Source: an optimization exercise on an open RTL-to-GDS flow (aim: small area). Production flows keep margins and buffers that such runs may drop.
In this exercise RTL edits were held to simulation tests only and were not proved equivalent to the original.

==> inputs of branch willow <==
// servo_xcvr
module servo_xcvr (
    input  wire         clk,
    input  wire         rst,           
    input  wire         host_we,
    input  wire [5:0]   host_addr,
    input  wire [7:0]   host_wdata,
    output reg  [7:0]   host_rdata,
    output wire         tp_req,
    output wire         tp_op,         
    output reg  [4:0]   tp_len,        
    output wire [127:0] tp_wdata,      
    input  wire         tp_ack,
    input  wire         tp_err,
    input  wire [4:0]   tp_cnt,        
    input  wire [95:0]  tp_rdata,      
    input  wire [15:0]  now_ms
);
    localparam [2:0] S_IDLE   = 3'd0;
    localparam [2:0] S_SEND   = 3'd1;
    localparam [2:0] S_ECHO   = 3'd2;
    localparam [2:0] S_HEADER = 3'd3;
    localparam [2:0] S_BODY   = 3'd4;
    reg  [2:0]   state;
    reg          done, rejected, reply_exp;
    reg  [7:0]   result;
    reg  [7:0]   req_id, req_cmd, req_np;
    reg  [79:0]  req_p;
    reg  [3:0]   tx_L;           
    reg  [7:0]   tx_id, tx_cmd;  
    reg  [87:0]  tx_b;           
    reg  [7:0]   rxcnt;
    reg  [127:0] rxbuf;
    reg  [4:0]   echo_rem;
    reg  [4:0]   exp_len;
    reg  [15:0]  deadline;
    integer i;
    wire busy     = |state;
    wire tx_valid = |tx_L;
    wire [4:0] txlen = tx_valid ? {1'b0, tx_L} + 5'd3 : 5'd0;
    wire hw_ctrl   = host_we && host_addr == 6'h00;
    wire [1:0] op  = host_wdata[1:0];
    wire start     = hw_ctrl && op != 2'd0 && !busy;
    wire st_enc    = start && op[0];             
    wire st_dec    = start && op == 2'd2;
    wire st_tra    = start && op == 2'd3;
    wire step      = busy && tp_ack;
    wire in_send   = state == S_SEND;
    wire in_echo   = state == S_ECHO;
    wire in_hdr    = state == S_HEADER;
  ...
export LEC_CHECK = 0
export CAP_MARGIN = 20
export CORE_MARGIN = 2
export CORE_UTILIZATION = 50
export GPL_TIMING_DRIVEN = 0
export SLEW_MARGIN = 20
create_clock -name core_clock -period 30.0 [get_ports {clk}]
standard.sh (not shown) runs the stock make flow with config.mk's settings and CLKGATE_MAP_FILE= SYNTH_SCRIPT=/design/flow/synth_recipe.tcl, a recipe that flattens the netlist after the stock synthesis.
==> flow/flow/run.sh <==
#!/bin/bash
# Layout flow: the standard synthesis (bash standard.sh synth), then an
# area-oriented re-mapping of its combinational logic with Yosys/ABC
# (flow/remap.ys.in, flow/abc_area.script). Flip-flop and full-adder cells
# are kept as they are (same instances, names and cells). Then the standard
# ORFS steps from floorplan to finish, with:
#  - port buffers made of the smallest buffer cell (buf_1),
#  - the synthesis buffers removed at floorplan (REMOVE_ABC_BUFFERS),
#  - CTS with clkbuf_4 in clusters of at most 7 sinks, without dummy loads.
# Each tool's output goes to its own log file in this folder.
set -euo pipefail
export BUFFER_PORTS_ARGS="-buffer_cell sky130_fd_sc_hd__buf_1"
export REMOVE_ABC_BUFFERS=1
export CTS_ARGS="-sink_clustering_enable -repair_clock_nets -buf_list sky130_fd_sc_hd__clkbuf_4 -sink_clustering_size 7 -sink_clustering_max_diameter 40 -dont_use_dummy_load"

R=$PWD/orfs/results/$FLOW_PLATFORM/servo_xcvr/base
LIB=$FLOW_HOME/platforms/$FLOW_PLATFORM/lib/sky130_fd_sc_hd__tt_025C_1v80.lib

bash standard.sh synth > standard_synth.log 2>&1
cp $R/1_2_yosys.v $PWD/std_synth.v

sed -e "s#@LIB@#$LIB#g" -e "s#@IN@#$PWD/std_synth.v#g" -e "s#@OUT@#$PWD/remap.v#g" -e "s#@ABC@#$PWD/flow/abc_area.script#g" \
    flow/remap.ys.in > remap.ys
yosys -l remap.log -q remap.ys > remap.stdout 2>&1

cp $PWD/remap.v $R/1_2_yosys.v
rm -f $R/1_synth.odb $R/1_synth.sdc
bash standard.sh synth > standard_synth2.log 2>&1
bash standard.sh > standard.log 2>&1
==> flow/flow/abc_area.script <==
strash; dc2; &get -n; &deepsyn -T 120; &put; dch -f; amap; mfs2; strash; dc2; dch -f; amap; mfs2; strash; dc2; dch -f; amap
==> flow/flow/remap.ys.in <==
# Re-map the combinational logic of the standard synthesis for area.
# Flip-flop and full-adder cells are kept as instances (keep_hierarchy), so every
# register keeps its instance name and cell type.
read_liberty -ignore_miss_func @LIB@
read_verilog @IN@
hierarchy -top servo_xcvr
setattr -mod -set keep_hierarchy 1 sky130_fd_sc_hd__*df* sky130_fd_sc_hd__fa_*
flatten
opt_clean
tee -o remap_stat_before.txt stat -liberty @LIB@
abc -liberty @LIB@ -dont_use *probe* -dont_use *lpflow* -script @ABC@ servo_xcvr
opt_clean -purge
setundef -zero
hilomap -singleton -hicell sky130_fd_sc_hd__conb_1 HI -locell sky130_fd_sc_hd__conb_1 LO
insbuf -buf sky130_fd_sc_hd__buf_4 A X
splitnets
opt_clean -purge
tee -o remap_stat_after.txt stat -liberty @LIB@
select servo_xcvr
write_verilog -noattr -nohex -nodec -selected @OUT@
==> inputs of branch maple, as changes to branch willow <==
--- a/flow/design.v
+++ b/flow/design.v
@@ -81,37 +81,37 @@
                       (rd_step && i >= rxcnt[4:0] && i < app_cnt);
     end
     reg  [127:0] app;           
     always @* begin
         for (i = 0; i < 16; i = i + 1)
             app[8*i +: 8] = en_b[i] ? sh_out[8*i +: 8] : rxbuf[8*i +: 8];
     end
-    wire hdr_ok = app[7:0] == 8'h55 && app[15:8] == 8'h55;
-    wire resync = rd_step && in_hdr && app_cnt >= 5'd2 && !hdr_ok;
+    wire resync = rd_step && in_hdr && app_cnt >= 5'd2 &&
+                  !(app[7:0] == 8'h55 && app[15:8] == 8'h55);
     wire [31:0]  rs_lo   = resync ? {8'd0, app[31:8]} : app[31:0];
     wire [4:0]   rs_cnt  = resync ? app_cnt - 5'd1 : app_cnt;
     wire [127:0] rx_next = {app[127:32], rs_lo};
     wire [3:0] enc_n  = req_np[3:0];
     wire [3:0] enc_L  = enc_n + 4'd3;
     wire       enc_fail = req_np > 8'd10 || req_id == 8'd255;
-    wire [7:0] rx_L   = app[31:24];    
+    wire [7:0] rx_L   = rxbuf[31:24];
     wire       use_enc = !busy && host_wdata[0];
     reg  [111:0] ck;            
     always @* begin
         for (i = 2; i < 16; i = i + 1) begin
             if (use_enc) begin
                 case (i)
                     2: ck[8*(i-2) +: 8] = req_id;
                     3: ck[8*(i-2) +: 8] = {4'd0, enc_L};
                     4: ck[8*(i-2) +: 8] = req_cmd;
                     15: ck[8*(i-2) +: 8] = 8'd0;
                     default: ck[8*(i-2) +: 8] = (i - 5 < enc_n) ? req_p[8*(i-5) +: 8] : 8'd0;
                 endcase
             end else begin
-                ck[8*(i-2) +: 8] = (i < 5 || i <= rx_L[3:0] + 5'd2) ? app[8*i +: 8] : 8'd0;
+                ck[8*(i-2) +: 8] = (i <= rx_L + 2) ? app[8*i +: 8] : 8'd0;
             end
         end
     end
     wire [7:0] csum;
     wire t1 = ck[0] ^ ck[8] ^ ck[16];
     wire t2 = (ck[0] & ck[8]) | (ck[0] & ck[16]) | (ck[8] & ck[16]);
     wire t3 = ck[24] ^ ck[32] ^ ck[40];
@@ -286,38 +286,35 @@
     wire t172 = (t155 & t156) | (t155 & t170) | (t156 & t170);
     wire t173 = t157 ^ t158 ^ t172;
     wire t174 = (t157 & t158) | (t157 & t172) | (t158 & t172);
     wire t175 = t159 ^ t160 ^ t174;
     assign csum = {t175, t173, t171, t169, t167, t165, t163, t161};
     wire [7:0] enc_cks = ~csum;
     wire       sum_ok  = csum == 8'hFF;
-    wire       L_lo = rx_L < 8'd3;
-    wire       L_hi = rx_L > 8'd13;
-    wire [4:0] explen_L = rx_L[4:0] + 5'd3;
     reg  [7:0] dec_res;
     reg  [4:0] dec_explen;
     always @* begin
         dec_explen = 5'd0;
         if (rxcnt > 8'd16)                                   dec_res = 8'h37;
         else if (rxcnt < 8'd2)                               dec_res = 8'h25;
-        else if (!hdr_ok)                                    dec_res = 8'h15;
+        else if (rxbuf[7:0] != 8'h55 || rxbuf[15:8] != 8'h55) dec_res = 8'h15;
         else if (rxcnt < 8'd4)                               dec_res = 8'h25;
-        else if (L_lo)                                       dec_res = 8'h35;
-        else if (L_hi)                                       dec_res = 8'h06;
+        else if (rx_L < 8'd3)                                dec_res = 8'h35;
+        else if (rx_L > 8'd13)                               dec_res = 8'h06;
         else begin
-            dec_explen = explen_L;
-            if (rxcnt[4:0] < explen_L)                       dec_res = 8'h45;
+            dec_explen = rx_L[4:0] + 5'd3;
+            if (rxcnt[4:0] < rx_L[4:0] + 5'd3)               dec_res = 8'h45;
             else if (!sum_ok)                                dec_res = 8'h04;
             else                                             dec_res = 8'h00;
         end
     end
     wire [15:0] now_minus_dl = now_ms - deadline;
     wire        expired      = ~now_minus_dl[15];
     wire [4:0]  echo_left    = echo_rem - tp_cnt;
-    wire [7:0]  hdr_L        = rx_L;
+    wire [7:0]  hdr_L        = rs_lo[31:24];
     assign tp_req   = busy;
     assign tp_op    = !in_send;
     assign tp_wdata = {tx_b, tx_cmd, 4'd0, tx_L, tx_id, 16'h5555};
     always @* begin
         case (state)
             S_SEND:   tp_len = txlen;
             S_ECHO:   tp_len = echo_rem;
@@ -337,15 +334,15 @@
         if (!tx_valid) tx_rd = 8'h00;
     end
     always @* begin
         host_rdata = 8'h00;
         case (host_addr[5:4])
             2'd0: case (host_addr[3:0])
                 4'h1: host_rdata = {4'b0000, reply_exp, rejected, done, busy};
-                4'h2: host_rdata = {1'b0, result[6:4], 1'b0, result[2:0]};   
+                4'h2: host_rdata = result;
                 4'h3: host_rdata = {5'b00000, state};
                 4'h4: host_rdata = req_id;
                 4'h5: host_rdata = req_cmd;
                 4'h6: host_rdata = req_np;
                 4'h7: host_rdata = {3'd0, txlen};
                 4'h8: host_rdata = rxcnt;
                 4'h9: host_rdata = {3'd0, echo_rem};
@@ -472,20 +469,20 @@
                     end
                     S_HEADER: begin
                         if (tp_err)
                             complete(8'h41);
                         else begin
                             rxcnt <= {3'd0, rs_cnt};
                             if (rs_cnt == 5'd4) begin
-                                if (L_lo)
+                                if (hdr_L < 8'd3)
                                     complete(8'h35);
-                                else if (L_hi)
+                                else if (hdr_L > 8'd13)
                                     complete(8'h06);
                                 else begin
-                                    exp_len <= explen_L;
+                                    exp_len <= hdr_L[4:0] + 5'd3;
                                     state   <= S_BODY;
                                 end
                             end else if (expired)
                                 complete(8'h02);
                         end
                     end
                     S_BODY: begin
==> flow/flow/run.sh (replaced) <==
#!/bin/bash
# Layout flow: the standard synthesis, then an area-oriented re-mapping of
# its combinational logic (registers kept as they are: same instances, names
# and cells), then the standard ORFS steps from floorplan to finish.
# Port buffers use the smallest buffer cell; CTS uses clkbuf_4 in clusters of at most 7 sinks, without
# dummy loads.
set -euo pipefail
export BUFFER_PORTS_ARGS="-buffer_cell sky130_fd_sc_hd__buf_1"
export CTS_ARGS="-sink_clustering_enable -repair_clock_nets -buf_list sky130_fd_sc_hd__clkbuf_4 -sink_clustering_size 7 -sink_clustering_max_diameter 40 -dont_use_dummy_load"

R=$PWD/orfs/results/$FLOW_PLATFORM/servo_xcvr/base
LIB=$FLOW_HOME/platforms/$FLOW_PLATFORM/lib/sky130_fd_sc_hd__tt_025C_1v80.lib

bash standard.sh synth > standard_synth.log 2>&1
cp $R/1_2_yosys.v $PWD/std_synth.v

sed -e "s#@LIB@#$LIB#g" -e "s#@IN@#$PWD/std_synth.v#g" -e "s#@OUT@#$PWD/remap.v#g" -e "s#@ABC@#$PWD/flow/abc_area.script#g" \
    flow/remap.ys.in > remap.ys
yosys -l remap.log -q remap.ys > remap.stdout 2>&1

cp $PWD/remap.v $R/1_2_yosys.v
rm -f $R/1_synth.odb $R/1_synth.sdc
bash standard.sh synth > standard_synth2.log 2>&1
bash standard.sh > standard.log 2>&1
==> flow/flow/abc_area.script (replaced) <==
strash; &get -n; &deepsyn -T 60; &put; dch -f; amap; mfs2; strash; dc2; dch -f; amap
--- a/flow/flow/remap.ys.in
+++ b/flow/flow/remap.ys.in
@@ -4,15 +4,15 @@
 read_liberty -ignore_miss_func @LIB@
 read_verilog @IN@
 hierarchy -top servo_xcvr
 setattr -mod -set keep_hierarchy 1 sky130_fd_sc_hd__*df* sky130_fd_sc_hd__fa_*
 flatten
 opt_clean
 tee -o remap_stat_before.txt stat -liberty @LIB@
-abc -liberty @LIB@ -dont_use *probe* -dont_use *lpflow* -script @ABC@ servo_xcvr
+abc -liberty @LIB@ -dont_use *probe* -dont_use *lpflow* -script @ABC@
 opt_clean -purge
 setundef -zero
 hilomap -singleton -hicell sky130_fd_sc_hd__conb_1 HI -locell sky130_fd_sc_hd__conb_1 LO
 insbuf -buf sky130_fd_sc_hd__buf_4 A X
 splitnets
 opt_clean -purge
 tee -o remap_stat_after.txt stat -liberty @LIB@
Settings changed: CORE_UTILIZATION 50 to 40, GPL_TIMING_DRIVEN 0 to not set.
==> inputs of branch cedar, as changes to branch willow <==
--- a/flow/design.v
+++ b/flow/design.v
@@ -103,15 +103,15 @@
                     2: ck[8*(i-2) +: 8] = req_id;
                     3: ck[8*(i-2) +: 8] = {4'd0, enc_L};
                     4: ck[8*(i-2) +: 8] = req_cmd;
                     15: ck[8*(i-2) +: 8] = 8'd0;
                     default: ck[8*(i-2) +: 8] = (i - 5 < enc_n) ? req_p[8*(i-5) +: 8] : 8'd0;
                 endcase
             end else begin
-                ck[8*(i-2) +: 8] = (i < 5 || i <= rx_L[3:0] + 5'd2) ? app[8*i +: 8] : 8'd0;
+                ck[8*(i-2) +: 8] = (i <= rx_L + 2) ? app[8*i +: 8] : 8'd0;
             end
         end
     end
     wire [7:0] csum;
     wire t1 = ck[0] ^ ck[8] ^ ck[16];
     wire t2 = (ck[0] & ck[8]) | (ck[0] & ck[16]) | (ck[8] & ck[16]);
     wire t3 = ck[24] ^ ck[32] ^ ck[40];
@@ -337,15 +337,15 @@
         if (!tx_valid) tx_rd = 8'h00;
     end
     always @* begin
         host_rdata = 8'h00;
         case (host_addr[5:4])
             2'd0: case (host_addr[3:0])
                 4'h1: host_rdata = {4'b0000, reply_exp, rejected, done, busy};
-                4'h2: host_rdata = {1'b0, result[6:4], 1'b0, result[2:0]};   
+                4'h2: host_rdata = result;
                 4'h3: host_rdata = {5'b00000, state};
                 4'h4: host_rdata = req_id;
                 4'h5: host_rdata = req_cmd;
                 4'h6: host_rdata = req_np;
                 4'h7: host_rdata = {3'd0, txlen};
                 4'h8: host_rdata = rxcnt;
                 4'h9: host_rdata = {3'd0, echo_rem};
==> flow/flow/run.sh (replaced) <==
#!/bin/bash
# Layout flow: the standard synthesis, then an area-oriented re-mapping of
# its combinational logic (registers kept as they are: same instances, names
# and cells), then the standard ORFS steps from floorplan to finish.
# Port buffers use the smallest buffer cell; CTS uses clkbuf_4 in clusters of at most 7 sinks, without
# dummy loads.
set -euo pipefail
export BUFFER_PORTS_ARGS="-buffer_cell sky130_fd_sc_hd__buf_1"
export REMOVE_ABC_BUFFERS=1
export CTS_ARGS="-sink_clustering_enable -repair_clock_nets -buf_list sky130_fd_sc_hd__clkbuf_4 -sink_clustering_size 7 -sink_clustering_max_diameter 40 -dont_use_dummy_load"

R=$PWD/orfs/results/$FLOW_PLATFORM/servo_xcvr/base
LIB=$FLOW_HOME/platforms/$FLOW_PLATFORM/lib/sky130_fd_sc_hd__tt_025C_1v80.lib

bash standard.sh synth > standard_synth.log 2>&1
cp $R/1_2_yosys.v $PWD/std_synth.v

sed -e "s#@LIB@#$LIB#g" -e "s#@IN@#$PWD/std_synth.v#g" -e "s#@OUT@#$PWD/remap.v#g" -e "s#@ABC@#$PWD/flow/abc_area.script#g" \
    flow/remap.ys.in > remap.ys
yosys -l remap.log -q remap.ys > remap.stdout 2>&1

cp $PWD/remap.v $R/1_2_yosys.v
rm -f $R/1_synth.odb $R/1_synth.sdc
bash standard.sh synth > standard_synth2.log 2>&1
bash standard.sh > standard.log 2>&1
==> flow/flow/abc_area.script (replaced) <==
strash; dc2; &get -n; &deepsyn -T 60; &put; dch -f; amap; mfs2; strash; dc2; dch -f; amap; mfs2; strash; dc2; dch -f; amap
--- a/flow/flow/remap.ys.in
+++ b/flow/flow/remap.ys.in
@@ -4,15 +4,15 @@
 read_liberty -ignore_miss_func @LIB@
 read_verilog @IN@
 hierarchy -top servo_xcvr
 setattr -mod -set keep_hierarchy 1 sky130_fd_sc_hd__*df* sky130_fd_sc_hd__fa_*
 flatten
 opt_clean
 tee -o remap_stat_before.txt stat -liberty @LIB@
-abc -liberty @LIB@ -dont_use *probe* -dont_use *lpflow* -script @ABC@ servo_xcvr
+abc -liberty @LIB@ -dont_use *probe* -dont_use *lpflow* -script @ABC@
 opt_clean -purge
 setundef -zero
 hilomap -singleton -hicell sky130_fd_sc_hd__conb_1 HI -locell sky130_fd_sc_hd__conb_1 LO
 insbuf -buf sky130_fd_sc_hd__buf_4 A X
 splitnets
 opt_clean -purge
 tee -o remap_stat_after.txt stat -liberty @LIB@
==> flow_metrics.env <==
export IMPL_status="finished clean"
export IMPL_start_util_pct=50.6
export IMPL_grt_pass1_wl_microns=182000
export IMPL_crit_fanout=16
export IMPL_nClkBuffers=75
(the above is from branch willow)
==> flow_metrics.env <==
export IMPL_status="finished clean"
export IMPL_crit_fanout=12
export IMPL_nClkBuffers=78
export IMPL_start_util_pct=40.6
(the above is from branch maple)
==> flow_metrics.env <==
export IMPL_nClkBuffers=77
export IMPL_grt_pass1_wl_microns=185000
export IMPL_start_util_pct=50.5
export IMPL_status="finished clean"
export IMPL_crit_fanout=93
export IMPL_pwr_density_cell_nw_per_um2=107
(the above is from branch cedar)

separate check: timing with driven ports:
In the flow no input, the clock included, has a driving cell. The finished layouts below were timed again as built, in two steps. Step 1 assumes that a clkbuf_16 drives the clock port and a buf_2 every other input. Step 2 times the ports against the registers' clock, not the clock port: input delays grow and output delays shrink by t, the midpoint of the rising clock arrivals with the driver on. Slacks: ideal ports / drivers / drivers and shift; pairs: ideal ports / drivers.
| run | shift t [ns] | slack for setup (ns) | hold WS [ns] |
|---|---|---|---|
| branch willow | 0.911 | 9.383 / 9.407 / 8.496 | 0.465 / 0.465 / 0.465 |
| branch maple | 0.905 | 12.349 / 12.302 / 11.397 | 0.428 / 0.428 / 0.428 |
| branch cedar | 0.938 | 7.695 / 7.732 / 6.793 | 0.426 / 0.426 / 0.426 |
After both steps setup and hold are still met in every run listed. For branch maple, which loses most, drivers alone change the setup slack by -0.047 ns; drivers and shift together by -0.952 ns.
